From an optimization exercise on the open Yosys and OpenROAD flow, aimed at small area; shortcuts taken in it are not production practice. RTL that was checked went through simulation tests only; none was proved equivalent to the original. No activity file was given, so power comes from the tool's default toggle rates.

the baseline:
// ltc_rx
module ltc_rx (
    input  wire        clk,
    input  wire        rst,             
    input  wire        flush,           
    input  wire        in_valid,
    input  wire [7:0]  in_data,
    input  wire        in_last,         
    output reg         ev_valid,
    output wire [1:0]  ev_cmd,
    output wire [3:0]  ev_ch,
    output wire [1:0]  ev_pri,
    output wire [7:0]  ev_seq,
    output wire [8:0]  ev_len,
    output wire [31:0] ev_freq,
    output wire [7:0]  ev_tx_power,
    output wire [31:0] ev_tx_count,
    output wire [31:0] ev_rx_count,
    output wire [15:0] ev_crc_count,
    output wire [39:0] ev_ack_frame,
    output wire [15:0] st_frames_rx,
    output wire [15:0] st_crc_errors,
    output wire [15:0] st_framing_errors,
    output wire [15:0] st_acks_sent,
    output wire [15:0] st_rx_out_of_order,
    output wire [15:0] st_nacks_received
);
==> module ltc_rx, before the edit <==
module ltc_rx (
    input  wire        clk,
    input  wire        rst,             
    input  wire        flush,           
    input  wire        in_valid,
    input  wire [7:0]  in_data,
    input  wire        in_last,         
    output reg         ev_valid,
    output wire [1:0]  ev_cmd,
    output wire [3:0]  ev_ch,
    output wire [1:0]  ev_pri,
    output wire [7:0]  ev_seq,
    output wire [8:0]  ev_len,
    output wire [31:0] ev_freq,
    output wire [7:0]  ev_tx_power,
    output wire [31:0] ev_tx_count,
    output wire [31:0] ev_rx_count,
    output wire [15:0] ev_crc_count,
    output wire [39:0] ev_ack_frame,
    output wire [15:0] st_frames_rx,
    output wire [15:0] st_crc_errors,
    output wire [15:0] st_framing_errors,
    output wire [15:0] st_acks_sent,
    output wire [15:0] st_rx_out_of_order,
    output wire [15:0] st_nacks_received
);
    localparam [1:0] CMD_DATA   = 2'd0;
    localparam [1:0] CMD_ACK    = 2'd1;
    localparam [1:0] CMD_NACK   = 2'd2;
    localparam [1:0] ACK_PRIORITY = 2'd1;    
    reg        in_seg;           
    reg        fresh;            
    reg [8:0]  cnt;              
    reg [15:0] crc;              
    reg [7:0]  hdr_packed;       
    reg [7:0]  hdr_seq;          
    reg [7:0]  pl [0:14];        
    wire byte_in = in_valid && !flush;
    wire is_sync = (in_data == 8'h00);
    wire seg_end   = byte_in && is_sync && in_seg;
    wire seg_grow  = byte_in && !is_sync && in_seg;
    wire short_seg = (cnt[8:2] == 7'h7F);    
    wire len_ok    = !fresh && !short_seg;
    wire crc_ok    = (crc == 16'h0000);
    wire frame_ok  = seg_end && len_ok && crc_ok;
    wire frame_bad = seg_end && !(len_ok && crc_ok);
    wire long_seg  = !fresh && !short_seg && (cnt[8] || cnt[7:0] >= 8'd251);
    wire overflow  = seg_grow && in_last && long_seg;
    wire [1:0] f_cmd = hdr_packed[1:0];
    wire [15:0] crc_next;
    ltc_crc16_byte u_crc (.crc_in(crc), .data(in_data), .crc_out(crc_next));
    wire [15:0] crc_sync;
    ltc_crc16_byte u_crc0 (.crc_in(16'hFFFF), .data(8'h00), .crc_out(crc_sync));
    wire cap = byte_in && !is_sync;
    wire clr = byte_in && is_sync;
    wire [8:0] plen = cnt[8:0];
    wire inc_freq = (plen < 9'd4);
    wire inc_txp  = (plen < 9'd5);
    wire inc_txc  = (plen < 9'd9);
    wire inc_rxc  = (plen < 9'd13);
    wire inc_crcc = (plen < 9'd15);
    reg  [14:0] pl_inc;
    always @(*) begin
        pl_inc[3:0]   = {4{inc_freq}};
        pl_inc[4]     = inc_txp;
        pl_inc[8:5]   = {4{inc_txc}};
        pl_inc[12:9]  = {4{inc_rxc}};
        pl_inc[14:13] = {2{inc_crcc}};
    end
    integer k;
    always @(posedge clk) begin
        if (rst || flush)
            in_seg <= 1'b0;
        else if (byte_in) begin
            if (is_sync)
                in_seg <= 1'b1;
            else if (overflow)
                in_seg <= 1'b0;
        end
        if (byte_in) begin
            fresh <= is_sync;
            crc   <= is_sync ? crc_sync : crc_next;
        end
        if (cap)
            cnt <= fresh ? 9'h1FD : cnt + 9'd1;
        if (cap && fresh)
            hdr_packed <= in_data;
        if (cap && !fresh && cnt == 9'h1FD)
            hdr_seq <= in_data;
        for (k = 0; k < 15; k = k + 1)
            if ((cap && !fresh && cnt == k[8:0] - 9'd2) || (clr && pl_inc[k]))
                pl[k] <= in_data;
    end
    always @(posedge clk) begin
        if (rst)
            ev_valid <= 1'b0;
        else
            ev_valid <= frame_ok;
    end
    assign ev_cmd = f_cmd;
    assign ev_ch  = hdr_packed[7:4];
    assign ev_pri = hdr_packed[3:2];
    assign ev_seq = hdr_seq;
    assign ev_len = cnt[8:0];
    assign ev_freq      = {pl[0], pl[1], pl[2], pl[3]};
    assign ev_tx_power  = pl[4];
    assign ev_tx_count  = {pl[5], pl[6], pl[7], pl[8]};
    assign ev_rx_count  = {pl[9], pl[10], pl[11], pl[12]};
    assign ev_crc_count = {pl[13], pl[14]};
    wire [7:0]  ack_packed = {hdr_packed[7:4], ACK_PRIORITY, CMD_ACK};
    wire [15:0] ack_c1, ack_c2;
    ltc_crc16_byte u_ack1 (.crc_in(crc_sync), .data(ack_packed), .crc_out(ack_c1));
    ltc_crc16_byte u_ack2 (.crc_in(ack_c1),   .data(hdr_seq),    .crc_out(ack_c2));
    assign ev_ack_frame = {8'h00, ack_packed, hdr_seq, ack_c2};
    reg bad_q, ovf_q;
    always @(posedge clk) begin
        bad_q <= frame_bad && !rst;
        ovf_q <= overflow && !rst;
    end
    wire [15:0] st_data_frames;
    ltc_sat_counter #(.W(16)) u_frames_rx (
        .clk(clk), .rst(rst), .inc(ev_valid), .count(st_frames_rx));
    ltc_sat_counter #(.W(16)) u_crc_errors (
        .clk(clk), .rst(rst), .inc(bad_q), .count(st_crc_errors));
    ltc_sat_counter #(.W(16)) u_framing_errors (
        .clk(clk), .rst(rst), .inc(ovf_q), .count(st_framing_errors));
    ltc_sat_counter #(.W(16)) u_data_frames (
        .clk(clk), .rst(rst), .inc(ev_valid && f_cmd == CMD_DATA), .count(st_data_frames));
    ltc_sat_counter #(.W(16)) u_nacks_received (
        .clk(clk), .rst(rst), .inc(ev_valid && f_cmd == CMD_NACK), .count(st_nacks_received));
    assign st_acks_sent       = st_data_frames;
    assign st_rx_out_of_order = st_data_frames;
endmodule
clock: 5.0 ns
lec_check: 0
cap_margin: 0
core_margin: 2
core_utilization: 65
gpl_timing_driven: 0
place_density: 0.75
slew_margin: 0
standard.sh (not shown) runs the stock make flow with config.mk's settings and CLKGATE_MAP_FILE= SYNTH_SCRIPT=/design/flow/synth_recipe.tcl, a recipe that flattens the netlist after the stock synthesis.
==> flow/flow/run.sh <==
#!/bin/bash
# The standard layout (standard.sh) with these changes:
# - synthesis maps the combinational logic with an area-oriented ABC script,
#   and leaves adders to ABC instead of mapping them to adder cells first;
# - buffers left by synthesis are removed before the ports are buffered;
# - every output port is buffered by the smallest buffer, every input port
#   by a buf_2 (flow/pre_gpl.tcl);
# - a clock tree of small buffers without dummy loads.
# Each tool's log is in orfs/logs/; make's output is in standard.log.
set -euo pipefail
here=$PWD
export AREA_ABC_SCRIPT=$here/flow/area.abc
export ADDER_MAP_FILE=
export BUFFER_PORTS_ARGS="-outputs -buffer_cell sky130_fd_sc_hd__buf_1"
export CTS_ARGS="-sink_clustering_enable -repair_clock_nets -dont_use_dummy_load -buf_list sky130_fd_sc_hd__clkbuf_4 -sink_clustering_size 10 -sink_clustering_max_diameter 40"
export PRE_GLOBAL_PLACE_TCL=$here/flow/pre_gpl.tcl
sed "s#SYNTH_SCRIPT=[^ ]*#SYNTH_SCRIPT=$here/flow/my_synth.tcl#" standard.sh > my_standard.sh
grep -q "SYNTH_SCRIPT=$here/flow/my_synth.tcl" my_standard.sh
bash my_standard.sh > standard.log 2>&1
==> flow/flow/area.abc <==
strash
&get -n
&fraig -x
&put
scorr
dc2
strash
dch -f
dc2
&get -n
&dch -f
&nf -R 1000 -p -a -F 8 -A 4
&put
topo
stime -c
dnsize -c
==> flow/flow/my_synth.tcl <==
# The standard flow's synthesis script (synth_recipe.tcl), with ABC's combinational
# mapping run from an area-oriented script (flow/area.abc). Registers are
# mapped before ABC runs, so they are the same as the standard synthesis's.
proc synth {args} { yosys synth -nofsm -noshare {*}$args }
proc abc {args} {
  set i [lsearch -exact $args -script]
  if {$i >= 0} {
    set args [lreplace $args [expr {$i+1}] [expr {$i+1}] $::env(AREA_ABC_SCRIPT)]
  }
  yosys abc {*}$args
}
source $::env(SCRIPTS_DIR)/synth.tcl
# left out here: clear keep_hierarchy, flatten, clean up, hide names made inside functions, write 1_2_yosys.v
==> flow/flow/pre_gpl.tcl <==
remove_buffers
buffer_ports -inputs -buffer_cell sky130_fd_sc_hd__buf_2
> inputs changed (the baseline -> the candidate)
--- a/flow/design.v
+++ b/flow/design.v
@@ -66,23 +66,22 @@
     localparam [1:0] CMD_NACK   = 2'd2;
     localparam [1:0] ACK_PRIORITY = 2'd1;    
     reg        in_seg;           
     reg        fresh;            
-    reg [8:0]  cnt;              
+    reg [9:0]  cnt;              
     reg [15:0] crc;              
     reg [7:0]  hdr_packed;       
     reg [7:0]  hdr_seq;          
     reg [7:0]  pl [0:14];        
     wire byte_in = in_valid && !flush;
     wire is_sync = (in_data == 8'h00);
     wire seg_end   = byte_in && is_sync && in_seg;
     wire seg_grow  = byte_in && !is_sync && in_seg;
-    wire short_seg = (cnt[8:2] == 7'h7F);    
-    wire len_ok    = !fresh && !short_seg;
+    wire len_ok    = !fresh && !cnt[9];
     wire crc_ok    = (crc == 16'h0000);
     wire frame_ok  = seg_end && len_ok && crc_ok;
     wire frame_bad = seg_end && !(len_ok && crc_ok);
-    wire long_seg  = !fresh && !short_seg && (cnt[8] || cnt[7:0] >= 8'd251);
+    wire long_seg  = !fresh && !cnt[9] && (cnt[8] || cnt[7:0] >= 8'd251);
     wire overflow  = seg_grow && in_last && long_seg;
     wire [1:0] f_cmd = hdr_packed[1:0];
     wire [15:0] crc_next;
     ltc_crc16_byte u_crc (.crc_in(crc), .data(in_data), .crc_out(crc_next));
@@ -118,15 +117,15 @@
             fresh <= is_sync;
             crc   <= is_sync ? crc_sync : crc_next;
         end
         if (cap)
-            cnt <= fresh ? 9'h1FD : cnt + 9'd1;
+            cnt <= fresh ? -10'sd3 : cnt + 10'd1;
         if (cap && fresh)
             hdr_packed <= in_data;
-        if (cap && !fresh && cnt == 9'h1FD)
+        if (cap && !fresh && cnt == -10'sd3)
             hdr_seq <= in_data;
         for (k = 0; k < 15; k = k + 1)
-            if ((cap && !fresh && cnt == k[8:0] - 9'd2) || (clr && pl_inc[k]))
+            if ((cap && !fresh && cnt == k[9:0] - 10'd2) || (clr && pl_inc[k]))
                 pl[k] <= in_data;
     end
     always @(posedge clk) begin
         if (rst)
@@ -148,20 +147,15 @@
     wire [15:0] ack_c1, ack_c2;
     ltc_crc16_byte u_ack1 (.crc_in(crc_sync), .data(ack_packed), .crc_out(ack_c1));
     ltc_crc16_byte u_ack2 (.crc_in(ack_c1),   .data(hdr_seq),    .crc_out(ack_c2));
     assign ev_ack_frame = {8'h00, ack_packed, hdr_seq, ack_c2};
-    reg bad_q, ovf_q;
-    always @(posedge clk) begin
-        bad_q <= frame_bad && !rst;
-        ovf_q <= overflow && !rst;
-    end
     wire [15:0] st_data_frames;
     ltc_sat_counter #(.W(16)) u_frames_rx (
         .clk(clk), .rst(rst), .inc(ev_valid), .count(st_frames_rx));
     ltc_sat_counter #(.W(16)) u_crc_errors (
-        .clk(clk), .rst(rst), .inc(bad_q), .count(st_crc_errors));
+        .clk(clk), .rst(rst), .inc(frame_bad), .count(st_crc_errors));
     ltc_sat_counter #(.W(16)) u_framing_errors (
-        .clk(clk), .rst(rst), .inc(ovf_q), .count(st_framing_errors));
+        .clk(clk), .rst(rst), .inc(overflow), .count(st_framing_errors));
     ltc_sat_counter #(.W(16)) u_data_frames (
         .clk(clk), .rst(rst), .inc(ev_valid && f_cmd == CMD_DATA), .count(st_data_frames));
     ltc_sat_counter #(.W(16)) u_nacks_received (
         .clk(clk), .rst(rst), .inc(ev_valid && f_cmd == CMD_NACK), .count(st_nacks_received));
Results
- From the baseline to the candidate the numbers moved as follows: end-of-flow core utilization held; maximum frequency from static timing analysis -23%; clock network fraction of total power moved up; growth of design area from synthesis to finish fell 0.56 points; amount of wire on met3 after detailed routing fell by 18%.
- Diff the candidate..the baseline | via total after detailed routing | negligible
- The candidate and the baseline ended up with nearly the same buffer share of cell area.
Only the layout flow was run in the candidate; the RTL was not checked for function there.

-- static timing again, ports no longer ideal --
How much do the figures lean on ideal ports? The routed layouts below were timed once more, with nothing changed but the port constraints. Step 1 (the two cells are an assumption about what drives the block):
set clk [get_ports {clk}]
set_driving_cell -lib_cell sky130_fd_sc_hd__clkbuf_16 $clk
set_driving_cell -lib_cell sky130_fd_sc_hd__buf_2 [delete_from_list [all_inputs] $clk]
Step 2, shift: input delay + t, output delay - t, t = (earliest + latest rising clock arrival at the registers) / 2. This alone moves slack from input paths to output paths. Three values: ideal ports, drivers, drivers and shift; two values: the first two.
| run | t (ns) | setup WS [ns] | clock arrival spread, ns | slew at the worst register clock pin (ns) |
|---|---|---|---|---|
| the baseline | 0.668 | 1.552 / 1.569 / 0.901 | 0.048 / 0.048 | 0.11 / 0.11 |
| the candidate | 0.613 | 0.505 / 0.515 / -0.097 | 0.059 / 0.059 | 0.10 / 0.10 |
Met with ideal ports but missed after step 2: setup timing in the candidate. The setup slack of the baseline, which loses most, moves by +0.017 ns with the drivers and by -0.651 ns with both steps.
